From an optimization exercise on the open Yosys and OpenROAD flow, aimed at small area, a short achievable clock period and few clock cycles; shortcuts taken in it are not production practice.
Only simulation tests tie the RTL to the original design; equivalence was not proved.
Power is estimated from default activity; no workload was simulated.

[flow/config.mk]
export PLATFORM = sky130hd
export DESIGN_NAME = ccdm_enc
export DESIGN_NICKNAME = ccdm_enc
export VERILOG_FILES = /design/flow/design.v
export SDC_FILE = /design/flow/constraint.sdc
export NUM_CORES = 4
export LEC_CHECK = 0
export CAP_MARGIN = 20
export CORE_MARGIN = 2
export CORE_UTILIZATION = 40
export PLACE_DENSITY = 0.6
export SLEW_MARGIN = 20
[flow/constraint.sdc]
create_clock -name core_clock -period 14.0 [get_ports {clk}]
set_input_delay 2.8000 -clock core_clock [delete_from_list [all_inputs] [get_ports {clk}]]
set_output_delay 2.8000 -clock core_clock [all_outputs]
set_load 0.01 [all_outputs]
[flow/design.v]
module ccdm_div (
    input  wire        clk,
    input  wire        rst,
    input  wire        start,
    input  wire [31:0] a,
    input  wire [31:0] d,
    output reg         busy,
    output reg         done,
    output reg  [31:0] q
);
    reg [31:0] rem;      
    reg [31:0] dr;       
    reg        nbit;     
    reg [5:0]  cnt;
    wire [32:0] shifted = {rem, nbit};
    wire [33:0] diff    = {1'b0, shifted} - {2'b00, dr};
    always @(posedge clk) begin
        done <= 1'b0;
        if (rst) begin
            busy <= 1'b0;
            cnt  <= 6'd0;
        end else if (start) begin
            rem  <= {1'b0, a[31:1]};
            nbit <= a[0];
            dr   <= d;
            q    <= 32'd0;
            cnt  <= 6'd32;
            busy <= 1'b1;
        end else if (busy) begin
            if (!diff[33]) begin
                rem <= diff[31:0];
                q   <= {q[30:0], 1'b1};
            end else begin
                rem <= shifted[31:0];
                q   <= {q[30:0], 1'b0};
            end
            nbit <= 1'b0;
            cnt  <= cnt - 6'd1;
            if (cnt == 6'd1) begin
                busy <= 1'b0;
                done <= 1'b1;
            end
        end
    end
endmodule
module ccdm_enc (
    input  wire         clk,
    input  wire         rst,
    input  wire         cmd_valid,
    output wire         cmd_ready,
    input  wire [1:0]   cmd_op,       
    input  wire         cmd_bit,
    input  wire [3:0]   cfg_k,        
    input  wire [127:0] cfg_comp,     
    output wire         sym_valid,
    input  wire         sym_ready,
    output wire [3:0]   sym_data,
    output reg          resp_valid,
    output reg  [15:0]  resp_result,
    output reg  [2:0]   mode,
    output reg  [7:0]   err
);
    localparam K_MAX     = 8;
    localparam SYM_DEPTH = 4096;
    localparam [31:0] ONE = 32'h8000_0000;
    localparam [2:0] M_IDLE = 3'd0, M_ENC = 3'd1, M_ENC_DONE = 3'd2, M_FAULT = 3'd7;
    localparam [7:0] ERR_MODE = 8'h02, ERR_COMPOSITION = 8'h03;
    localparam [1:0] OP_INIT = 2'd0, OP_BIT = 2'd1, OP_FINAL = 2'd2, OP_SRESET = 2'd3;
    localparam [3:0] S_IDLE      = 4'd0,
                     S_CASC      = 4'd1,    
                     S_BUILD     = 4'd2,    
                     S_FIND      = 4'd3,
                     S_EMIT      = 4'd4,
                     S_RESC_LO   = 4'd5,
                     S_RESC_HI   = 4'd6,
                     S_FSEL      = 4'd7,
                     S_FEMIT     = 4'd8,
                     S_FLUSH     = 4'd9,
                     S_RESP      = 4'd10;
    reg [3:0]  state;
    reg        in_final;           
    reg [3:0]  ka;                 
    reg [12:0] cnt [1:K_MAX];      
    reg [12:0] ntot;               
    reg [31:0] s_lo, s_hi;         
    reg [31:0] bnd [1:K_MAX-1];    
    reg [3:0]  bs;                 
    reg [12:0] acc;                
    reg        div_wait;
    reg [3:0]  sel;                
    reg [12:0] emitted;            
    reg [15:0] result;
    reg [15:0] total;
    integer i;
    always @(*) begin
        total = 16'd0;
        for (i = 1; i <= K_MAX; i = i + 1)
            total = total + {3'b000, cnt[i]};
    end
    reg [31:0] cb [0:K_MAX];
    always @(*) begin
        cb[0] = 32'd0;
        for (i = 1; i < K_MAX; i = i + 1)
            cb[i] = ({28'd0, ka} <= i) ? ONE : bnd[i];
        cb[K_MAX] = ONE;
    end
    reg  [3:0]  scan;
    wire [31:0] scan_lo = cb[scan - 4'd1];
    wire [31:0] scan_hi = cb[scan];
    wire [31:0] scan_w  = scan_hi - scan_lo;
    wire        scan_pos = (cnt[scan] != 13'd0);
    wire        scan_holds = (scan_lo <= s_lo) && (s_hi <= scan_hi);
    wire        scan_in_e = scan_pos && (s_lo <= scan_lo) && (scan_lo < s_hi);
    wire        scan_in_a = scan_in_e && (s_lo < scan_lo) && (scan_hi < s_hi);
    reg  [3:0]  best_a, best_e, first_pos;
    reg  [31:0] wid_a, wid_e;
    reg [19:0] comp_sum;
    always @(*) begin
        comp_sum = 20'd0;
        for (i = 1; i <= K_MAX; i = i + 1)
            if (i <= cfg_k)
                comp_sum = comp_sum + {4'd0, cfg_comp[16*(i-1) +: 16]};
    end
    wire comp_ok = (cfg_k >= 4'd1) && (cfg_k <= K_MAX) &&
                   (comp_sum != 20'd0) && (comp_sum <= SYM_DEPTH);
    wire [31:0] s_mid = s_lo + ((s_hi - s_lo) >> 1);
    reg         div_start;
    reg  [31:0] div_a, div_d;
    wire        div_busy, div_done;
    wire [31:0] div_q;
    ccdm_div u_div (
        .clk(clk), .rst(rst), .start(div_start), .a(div_a), .d(div_d),
        .busy(div_busy), .done(div_done), .q(div_q)
    );
    wire [31:0] sel_lo = cb[sel - 4'd1];
    wire [31:0] sel_w  = cb[sel] - cb[sel - 4'd1];
    always @(*) begin
        div_start = 1'b0;
        div_a     = 32'd0;
        div_d     = 32'd1;
        case (state)
            S_BUILD: begin
                div_start = !div_wait && (bs < ka);
                div_a     = {19'd0, acc + cnt[bs]};
                div_d     = {16'd0, total};
            end
            S_RESC_LO: begin
                div_start = !div_wait;
                div_a     = s_lo - sel_lo;
                div_d     = sel_w;
            end
            S_RESC_HI: begin
                div_start = !div_wait;
                div_a     = s_hi - sel_lo;
                div_d     = sel_w;
            end
            default: ;
        endcase
    end
    assign cmd_ready = (state == S_IDLE);
    assign sym_valid = (state == S_EMIT) || (state == S_FEMIT) ||
                       (state == S_FLUSH && sel <= ka && cnt[sel] != 13'd0);
    assign sym_data  = sel;
    always @(posedge clk) begin
        resp_valid <= 1'b0;
        if (rst) begin
            state    <= S_IDLE;
            mode     <= M_IDLE;
            err      <= 8'd0;
            result   <= 16'd0;
            resp_result <= 16'd0;
            ka       <= 4'd0;
            ntot     <= 13'd0;
            s_lo     <= 32'd0;
            s_hi     <= 32'd0;
            in_final <= 1'b0;
            div_wait <= 1'b0;
            sel      <= 4'd0;
            bs       <= 4'd0;
            acc      <= 13'd0;
            emitted  <= 13'd0;
            scan     <= 4'd1;
            best_a   <= 4'd0;
            best_e   <= 4'd0;
            first_pos <= 4'd0;
            wid_a    <= 32'd0;
            wid_e    <= 32'd0;
            for (i = 1; i <= K_MAX; i = i + 1) cnt[i] <= 13'd0;
            for (i = 1; i < K_MAX; i = i + 1) bnd[i] <= 32'd0;
        end else begin
            case (state)
            S_IDLE: if (cmd_valid) begin
                state <= S_RESP;
                if (cmd_op == OP_SRESET) begin
                    mode   <= M_IDLE;
                    err    <= 8'd0;
                    result <= 16'd0;
                    ka     <= 4'd0;
                    ntot   <= 13'd0;
                    s_lo   <= 32'd0;
                    s_hi   <= 32'd0;
                    for (i = 1; i <= K_MAX; i = i + 1) cnt[i] <= 13'd0;
                end else if (mode == M_FAULT) begin
                end else if (cmd_op == OP_INIT) begin
                    if (comp_ok) begin
                        ka   <= cfg_k;
                        ntot <= comp_sum[12:0];
                        for (i = 1; i <= K_MAX; i = i + 1)
                            cnt[i] <= (i <= cfg_k) ? cfg_comp[16*(i-1) +: 13] : 13'd0;
                        s_lo   <= 32'd0;
                        s_hi   <= ONE;
                        result <= 16'd0;
                        mode   <= M_ENC;
                    end else begin
                        mode   <= M_FAULT;
                        err    <= ERR_COMPOSITION;
                        result <= 16'd0;
                        ka     <= 4'd0;
                        ntot   <= 13'd0;
                        s_lo   <= 32'd0;
                        s_hi   <= 32'd0;
                        for (i = 1; i <= K_MAX; i = i + 1) cnt[i] <= 13'd0;
                    end
                end else if (mode != M_ENC) begin
                    mode   <= M_FAULT;
                    err    <= ERR_MODE;
                    result <= 16'd0;
                    ka     <= 4'd0;
                    ntot   <= 13'd0;
                    s_lo   <= 32'd0;
                    s_hi   <= 32'd0;
                    for (i = 1; i <= K_MAX; i = i + 1) cnt[i] <= 13'd0;
                end else if (cmd_op == OP_BIT) begin
                    if (cmd_bit) s_lo <= s_mid;
                    else         s_hi <= s_mid;
                    emitted  <= 13'd0;
                    in_final <= 1'b0;
                    state    <= S_CASC;
                end else begin
                    if (total == 16'd0) begin
                        result <= {3'b000, ntot};
                        mode   <= M_ENC_DONE;
                    end else begin
                        in_final <= 1'b1;
                        bs       <= 4'd1;
                        acc      <= 13'd0;
                        div_wait <= 1'b0;
                        state    <= S_BUILD;
                    end
                end
            end
            S_CASC: begin
                if (total == 16'd0) begin
                    result <= {3'b000, emitted};
                    state  <= S_RESP;
                end else begin
                    bs       <= 4'd1;
                    acc      <= 13'd0;
                    div_wait <= 1'b0;
                    state    <= S_BUILD;
                end
            end
            S_BUILD: begin
                if (bs >= ka) begin
                    scan      <= 4'd1;
                    best_a    <= 4'd0;
                    best_e    <= 4'd0;
                    first_pos <= 4'd0;
                    wid_a     <= 32'd0;
                    wid_e     <= 32'd0;
                    state     <= in_final ? S_FSEL : S_FIND;
                end else if (div_start) begin
                    div_wait <= 1'b1;
                end else if (div_done) begin
                    bnd[bs]  <= div_q;
                    acc      <= acc + cnt[bs];
                    bs       <= bs + 4'd1;
                    div_wait <= 1'b0;
                end
            end
            S_FIND: begin
                if (scan > ka) begin
                    result <= {3'b000, emitted};
                    state  <= S_RESP;
                end else if (scan_holds) begin
                    sel   <= scan;
                    state <= S_EMIT;
                end else begin
                    scan <= scan + 4'd1;
                end
            end
            S_EMIT: if (sym_ready) begin
                cnt[sel] <= cnt[sel] - 13'd1;
                emitted  <= emitted + 13'd1;
                div_wait <= 1'b0;
                state    <= S_RESC_LO;
            end
            S_RESC_LO: begin
                if (div_start) begin
                    div_wait <= 1'b1;
                end else if (div_done) begin
                    s_lo     <= div_q;
                    div_wait <= 1'b0;
                    state    <= S_RESC_HI;
                end
            end
            S_RESC_HI: begin
                if (div_start) begin
                    div_wait <= 1'b1;
                end else if (div_done) begin
                    s_hi     <= div_q;
                    div_wait <= 1'b0;
                    state    <= S_CASC;
                end
            end
            S_FSEL: begin
                if (scan > ka) begin
                    if (best_a != 4'd0)      sel <= best_a;
                    else if (best_e != 4'd0) sel <= best_e;
                    else                     sel <= first_pos;
                    state <= S_FEMIT;
                end else begin
                    if (scan_in_e && (best_e == 4'd0 || scan_w > wid_e)) begin
                        best_e <= scan; wid_e <= scan_w;
                    end
                    if (scan_in_a && (best_a == 4'd0 || scan_w > wid_a)) begin
                        best_a <= scan; wid_a <= scan_w;
                    end
                    if (scan_pos && first_pos == 4'd0)
                        first_pos <= scan;
                    scan <= scan + 4'd1;
                end
            end
            S_FEMIT: if (sym_ready) begin
                cnt[sel] <= cnt[sel] - 13'd1;
                sel      <= 4'd1;
                state    <= S_FLUSH;
            end
            S_FLUSH: begin
                if (sel > ka) begin
                    result <= {3'b000, ntot};
                    mode   <= M_ENC_DONE;
                    state  <= S_RESP;
                end else if (cnt[sel] == 13'd0) begin
                    sel <= sel + 4'd1;
                end else if (sym_ready) begin
                    cnt[sel] <= cnt[sel] - 13'd1;
                end
            end
            S_RESP: begin
                resp_valid  <= 1'b1;
                resp_result <= result;
                state       <= S_IDLE;
            end
            default: state <= S_IDLE;
            endcase
        end
    end
endmodule
[flow/run.sh]
#!/bin/bash
# synth_recipe.tcl (not shown) runs the flow's synth.tcl, then flattens the netlist and writes it again
# the make line also repeats each setting of config.mk as NAME=value (left out here)
make -C /OpenROAD-flow-scripts/flow DESIGN_CONFIG=/design/flow/config.mk WORK_HOME=/design/flow/orfs CLKGATE_MAP_FILE= SYNTH_SCRIPT=/design/flow/synth_recipe.tcl finish
==> run summary <==
## sequential cells by signal, summed over array words and instances (netlist names), 4 cells and up, named ones only
register and count:
acc 13, cnt 208, best_e 4, bnd 224
state 4, scan 4, u_div.cnt 6, s_hi 32
best_a 4, resp_result 13, u_div.q 32, bs 4
first_pos 4, u_div.dr 32, emitted 13, wid_a 32
result 13, ka 4, sel 4, wid_e 32
u_div.rem 32, s_lo 32, ntot 13
## cells in the final DEF, fill, tap and decap left out, types with 104 or more instances in the layout
cell             instances
nand2_1                679
inv_1                  550
edfxtp_1               529
ha_1                   512
nor2_1                 491
buf_4                  430
a21oi_1                363
and2_1                 324
o21ai_0                257
dfxtp_1                248
a21o_1                 167
clkdlybuf4s50_1        161
xnor2_1                157
nor3_1                 151
nand3_1                150
a221oi_1               131
mux4_2                 130
o22ai_1                129
a211oi_1               120
mux2i_1                115
xor2_1                 104
## how the worst min path moves through the flow
stage,endpoint,startpoint
2_1_floorplan,ntot[6],ntot[6]
3_3_place_gp,wid_e[27],wid_e[27]
3_5_place_dp,wid_e[21],wid_e[21]
4_1_cts,wid_e[21],wid_e[21]
5_1_grt,resp_result[7],result[7]
6_report,wid_e[21],wid_e[21]
## cell type report
type	count	area share
multi-input combinational	5478	0.5471
sequential	782	0.2784
timing repair buffer	602	0.06687
tap	2160	0.03589
clock buffer	117	0.03373
inverter	551	0.02747
clock inverter	61	0.01039
antenna	5	0.0001662
## critical path, delay by kind of cell
kind / cells / cell delay (ns)
mux: 1 / 0.27
buf+inv: 8 / 1.56
xor+xnor: 3 / 0.42
simple gates: 14 / 2.43
fa+ha+maj: 8 / 2.45
compound gates: 21 / 4.15
## cell families after synthesis
| logic type | after synthesis |
|---|---|
| xor+xnor | 273 |
| other cells | 1 |
| fa+ha+maj | 611 |
| mux | 256 |
| simple gates | 2326 |
| compound gates | 2003 |
| buf+inv | 910 |
| flops | 782 |
## stage by stage
step                      power [uW]  std cells  setup WS [ns]  instance area [um2]  setup TNS, ns
after floorplan                10290       7170         0.1568                65070              0
after global placement         14490       9564        -0.3537                71380         -34.80
after detailed placement       14630       9565        -0.4923                71410         -44.02
after CTS                      17330       9743         0.1661                74740              0
after global routing           18750       9752       0.007518                75280              0
final                          17750       9756         0.4271                75290              0
## layer usage
layer | up-vias | global-route usage | share of wire
li1 | 27290 | - | -
met1 | 29650 | 0.3906 | 0.38
met2 | 3569 | 0.4991 | 0.44
met3 | 911 | 0.06546 | 0.098
met4 | 10 | 0.2243 | 0.084
met5 | - | 0 | 0.00025
## timing repair
item                       CTS  global route
setup endpoints to repair    0           126
buffers inserted             0             5
gates resized for setup      0            95
## power groups by stage
stage	logic, uW	registers (uW)	clock network (uW)
after floorplan	7240	3060	0
after global placement	11200	3260	0
after detailed placement	11400	3260	0
after CTS	11400	3210	2680
after global routing	12700	3250	2770
final	11900	3230	2670
==> key figures <==
Status
  – Outcome: finished clean

Logic synthesis
  – Mapped Area: 0.06504 mm2
  – Area share of the largest cell type after synthesis: 0.2442
  – Post-synth top area cell: edfxtp_1
  – Adder-cell share of the synthesized area: 0.1279
  – Xor-xnor portion of the synthesized cell area: 0.03751
  – Synth cell count leaders: 681 x nand2_1, 550 x inv_1, 529 x edfxtp_1
  – Post-Synthesis Cells: 7162
  – Synth top area cells: edfxtp_1 24%, ha_1 9.9%, dfxtp_1 7.8%, mux4_2 4.5%, nand2_1 3.9%
  – Syn. warnings: 3
  – Cell with the most instances after synthesis: nand2_1
  – Seq/Total Area, Yosys: 0.3221
  – Synth Register Bits: slightly below 800
  – Post-synthesis mux area share: 0.06462
  – Post-synth EDFFs: 529
  – Ys async rst share: 0
  – Ys flop type: edfxtp_1
  – Synth Area in Simple Gates: 0.1740
  – Largest family of logic cells by synthesized area: compound AO/OA/AOI/OAI gates
  – Synth cell types: 101
  – Compound-Gate Fraction of Synth Area: 0.2183
  – Synthesized area per cell: a little over 9 um2

GRT
  – Largest net degree at the start of global routing: 160
  – Vias in the first global route: 59100
  – Grt ovf: 0
  – Initial antenna violation count: 12
  – Total track usage: 0.3181
  – First-pass GRT wire length: 394700 um

Place
  – DP HPWL: 199600 um
  – # port buffers: 163
  – Global placement routability congestion: 1.005

Final layout
  – Layout Utilization: 0.4678
  – Layout cells sized above 1: 0.1284
  – Area delta synth->final: 15.76%
  – Area of the multi-input gates: 0.04119 mm2
  – # fillers: approximately 16000
  – Net count, final: 8257
  – FF/Latch Area: 0.02096 mm2

Critical path
  – Critical-path top delay cell: clkdlybuf4s50_1
  – Worst r2r path cells: 34
  – FF-to-FF Start: ka[3]
  – Most used cell, CP: ha_1
  – Crit path DAT: 14.12 ns
  – Critical path's largest stage delay: 0.43 ns
  – Register-to-register setup slack: about 2.8 ns
  – WP data required: 14.55 ns
  – CP Class: primary input to register
  – CP max FO: 8
  – Worst setup path start: cfg_k[0]
  – Setup crit start kind: primary input
  – Worst Setup End Kind: register
  – Reg2reg end: wid_e[17]
  – Crit path to: cnt[4][12]

Pwr
  – Clock power frac: 0.150
  – Net switching power figure: 8607 uW
  – Pleak: 0.02996 uW
  – Comb power frac: 0.668
  – Pint: 9145 uW
  – Sw frac: 0.4848
  – Power density cells: between 200 and 250 mW/mm2
  – Sequential Power Share: 0.182
  – VDD IR-drop max: a little over 300 uV

Detailed routing
  – Via count: 61430
  – Vias/cell: 6.297
  – Routed Antenna Nets: 0
  – # DRC: 0
  – Post-Route WL: 273200 um
  – Routed len/inst: 28.01 um
  – Iter 0 DRT Violations: 7190
  – Pre-Repair DR Iteration Count: 7

Clock tree
  – CTS Hold Bufs: 0
  – Max Buffers Root-to-Sink: 3
  – Clock-pin transition on the worst setup and hold timing paths: around 0.060 ns
  – Htree depth: 3
  – Clk sinks: ~780
  – Clock root buffer master: clkbuf_16
  – CTS Buf Count: 95
  – Worst skew pair latency: 0.76 ns
  – CTS tree: done

Timing
  – Final worst-path cycle share: 0.9695
  – WHS: about 0.45 ns
  – Slew Limit Fails: 0
  – Max Clock Freq: 0.07368 GHz
  – Setup-failing EPs final: 0
  – Slew margin rel.: 0.1639
  – Worst Skew: 0.05196 ns
  – Final Hold Viols: 0
  – Min Tclk post-route: 13.57 ns
  – Worst slew pin tran: 1.241 ns
  – RSZ-0062 raised after global routing: no

Min path
  – Hold Path Class: register to register
  – WHS Path Cells: 2

Die
  – Initial Util: 0.4041
  – IO Pins: 173
  – Die ar.: between 0.15 and 0.2 mm2
  – Row cnt: 147
  – Chip height: 407.2 um
  – Die width: 407.2 um
  – Core ar.: 0.1609 mm2

Flow run
  – Max cap viols: 0
Testbench counts, summed over its fixed seeds: cycles 3,479,037.

separate check: timing with driven ports:
The results above use ideal ports. As a check the final layout listed here was re-extracted and re-timed, cells and wires unchanged. Step 1, drivers: a clkbuf_16 drives clk and a buf_2 each remaining input, both assumed. Step 2 moves the port delays by t, midway between the first and last clock arrival at a register: inputs arrive t later, outputs are due t later. That takes back most of the time a late clock gives input paths. a / b / c = no drivers / after step 1 / after step 2; a / b = the first two.
t, ns: 0.803
setup slack, ns: 0.427 / 0.478 / -0.325
latest minus earliest clock arrival (ns): 0.052 / 0.052
With both steps, setup timing fails in this run, where it was met with ideal ports. For this run, drivers alone change the setup slack by +0.051 ns; drivers and shift together by -0.752 ns.
